This design comes from an exercise in tuning for small area on the open sky130 flow, not from production work.
The RTL was checked by simulation tests, not by an equivalence proof against the original design.

Design crc_link, start of the top module:
module crc_link (
    input  wire        clk,
    input  wire        rst,
    input  wire        op_valid,
    input  wire [3:0]  op_code,
    input  wire [7:0]  op_arg,
    input  wire        tick,
    output wire [5:0]  stat,          
    output wire [2:0]  op_status,
    output reg  [15:0] crc,
    output reg  [2:0]  rx_err,
    output reg  [7:0]  rx_len,
    output wire [15:0] rx_crc_calc,
    output wire [15:0] rx_crc_recv,
    output wire        txm_re,
    output wire [7:0]  txm_addr,
    input  wire [7:0]  txm_rdata,
    output wire        rxm_we,
    output wire [8:0]  rxm_addr,
    output wire [7:0]  rxm_wdata,
    output wire        txd,
    input  wire        rxd
);
    function [15:0] crc_step;
        input [15:0] c;
        input [7:0]  d;
        reg   [7:0]  x;
        begin
            x = c[15:8] ^ d;
            x = x ^ {4'h0, x[7:4]};
            crc_step = {c[7:0], 8'h00} ^ {x[3:0], 12'h000} ^ {3'b000, x, 5'b00000}
                     ^ {8'h00, x};
        end
    endfunction
    wire op_crc_init = op_valid && (op_code == 4'h1);
    wire op_crc_byte = op_valid && (op_code == 4'h2);
    wire op_tx_frame = op_valid && (op_code == 4'h4);
    wire op_rx_start = op_valid && (op_code == 4'h5);
    always @(posedge clk) begin
        if (rst || op_crc_init)
            crc <= 16'h0000;
        else if (op_crc_byte)
            crc <= crc_step(crc, op_arg);
    end
    localparam [2:0] T_IDLE = 3'd0, T_S = 3'd1, T_H0 = 3'd2, T_H1 = 3'd3,
  ...
Size in the first run: roughly 840 cells after synthesis, roughly 9200 µm² of cells after synthesis.
==> flow/config.mk <==
export PLATFORM = sky130hd
export DESIGN_NAME = crc_link
export DESIGN_NICKNAME = crc_link
export VERILOG_FILES = /design/flow/design.v
export SDC_FILE = /design/flow/constraint.sdc
export NUM_CORES = 4
export LEC_CHECK = 0
export CAP_MARGIN = 20
export CORE_MARGIN = 2
export CORE_UTILIZATION = 40
export SLEW_MARGIN = 20
==> flow/constraint.sdc <==
create_clock -name core_clock -period 10.0 [get_ports {clk}]
set_input_delay 2.0000 -clock core_clock [delete_from_list [all_inputs] [get_ports {clk}]]
set_output_delay 2.0000 -clock core_clock [all_outputs]
set_load 0.01 [all_outputs]
standard.sh (not shown) runs the stock make flow with config.mk's settings and CLKGATE_MAP_FILE= SYNTH_SCRIPT=/design/flow/synth_recipe.tcl, a recipe that flattens the netlist after the stock synthesis.
==> flow/flow/run.sh <==
#!/bin/bash
# The standard layout (standard.sh) with three changes to how the layout is
# made: an area-oriented ABC script for the combinational logic (flow/area.abc,
# everything else in synthesis as synth_recipe.tcl does it), the smallest buffer
# cell for the port buffers, and clock-tree settings for a small clock tree.
set -euo pipefail
cd "$(dirname "$0")/.."
W=$PWD
export BUFFER_PORTS_ARGS="-buffer_cell sky130_fd_sc_hd__buf_1"
export CTS_ARGS="-sink_clustering_enable -repair_clock_nets -dont_use_dummy_load -sink_clustering_size 25 -sink_clustering_max_diameter 60 -buf_list sky130_fd_sc_hd__clkbuf_8"
{
  printf 'proc abc {args} {\n'
  printf '  set i [lsearch -exact $args -script]\n'
  printf '  if {$i >= 0} { lset args [expr {$i + 1}] %s }\n' "$W/flow/area.abc"
  printf '  yosys abc {*}$args\n}\n'
  cat synth_recipe.tcl
} > own_synth.tcl
sed "s|SYNTH_SCRIPT=[^ ]*|SYNTH_SCRIPT=$W/own_synth.tcl|" standard.sh > own_standard.sh
grep -q "SYNTH_SCRIPT=$W/own_synth.tcl" own_standard.sh
bash own_standard.sh > standard.log 2>&1
==> flow/flow/area.abc <==
&get -n
&st
&dch
&nf -a -F 4 -A 8
&st
&dch
&nf -a -F 4 -A 8
&st
&dch
&nf -a -F 4 -A 8
&put
Rerun with:
--- a/flow/design.v
+++ b/flow/design.v
@@ -174,20 +174,17 @@
     localparam [6:0] TIM_LAST = 7'b1001011;   
     reg  [8:0]  dcnt;
     reg  [6:0]  dtim;     
     reg  [15:0] rcrc;
     reg  [7:0]  p1, p2;   
     wire link_err = ferr_flag | ovr_flag;
     assign f_pop  = d_rcv & ~link_err & f_ne;
     wire d_at1    = (dcnt == 9'd1);
-    wire [6:0] de_a   = dcnt[8:2];
-    wire [6:0] de_b   = ~{1'b0, rx_len[7:2]};
-    wire       d_end  = (dcnt[1:0] == rx_len[1:0]) &&
-                        ((de_a ^ de_b) == {de_a[5:0] | de_b[5:0], 1'b0});
+    wire d_end    = (dcnt == {1'b0, rx_len} + 9'd4);
     wire d_badhdr = d_at1 & (p1 != 8'h02);
     wire d_crcen  = (|dcnt[8:2]) & ~d_end;
     wire d_fin    = f_pop & (d_badhdr | d_end);
     wire d_tmo    = tick & (dtim == TIM_LAST) & ~d_fin;
     wire [6:0] dtim_next = {dtim[5:0], ~(dtim[6] ^ dtim[5])};
     wire [2:0] d_verdict = d_badhdr            ? 3'd3 :
                            (f_dout != 8'h03)   ? 3'd5 :
                            (rcrc == {p2, p1})  ? 3'd0 : 3'd4;
Outcome: The new run finished clean. Utilization is about the same. Worst setup slack degrades by 0.11 ns. Global-route usage decreases by 0.18 points. Routed wire length decreases by 0.43%. Design area hardly moves. Die area is about the same.

static timing again, ports no longer ideal:
The results above use ideal ports. As a check the final layouts listed here were re-extracted and re-timed, cells and wires unchanged. Step 1, drivers: a clkbuf_16 drives clk and a buf_2 each remaining input, both assumed. Step 2 adds t to the input delays and takes it off the output delays; t is the mean of the earliest and latest rising clock arrival at the registers after step 1. Input paths then give back, and output paths get back, about the clock's delay inside the block. Slacks: ideal ports / drivers / drivers and shift; pairs: ideal ports / drivers.
| run | t (ns) | setup slack, ns | hold slack, ns | slew at the worst register clock pin (ns) |
|---|---|---|---|---|
| the first run | 0.535 | 5.596 / 5.556 / 5.930 | 0.393 / 0.393 / 0.393 | 0.12 / 0.12 |
| the second run | 0.524 | 5.489 / 5.445 / 5.969 | 0.398 / 0.398 / 0.398 | 0.12 / 0.12 |
After both steps setup and hold are still met in every run listed.
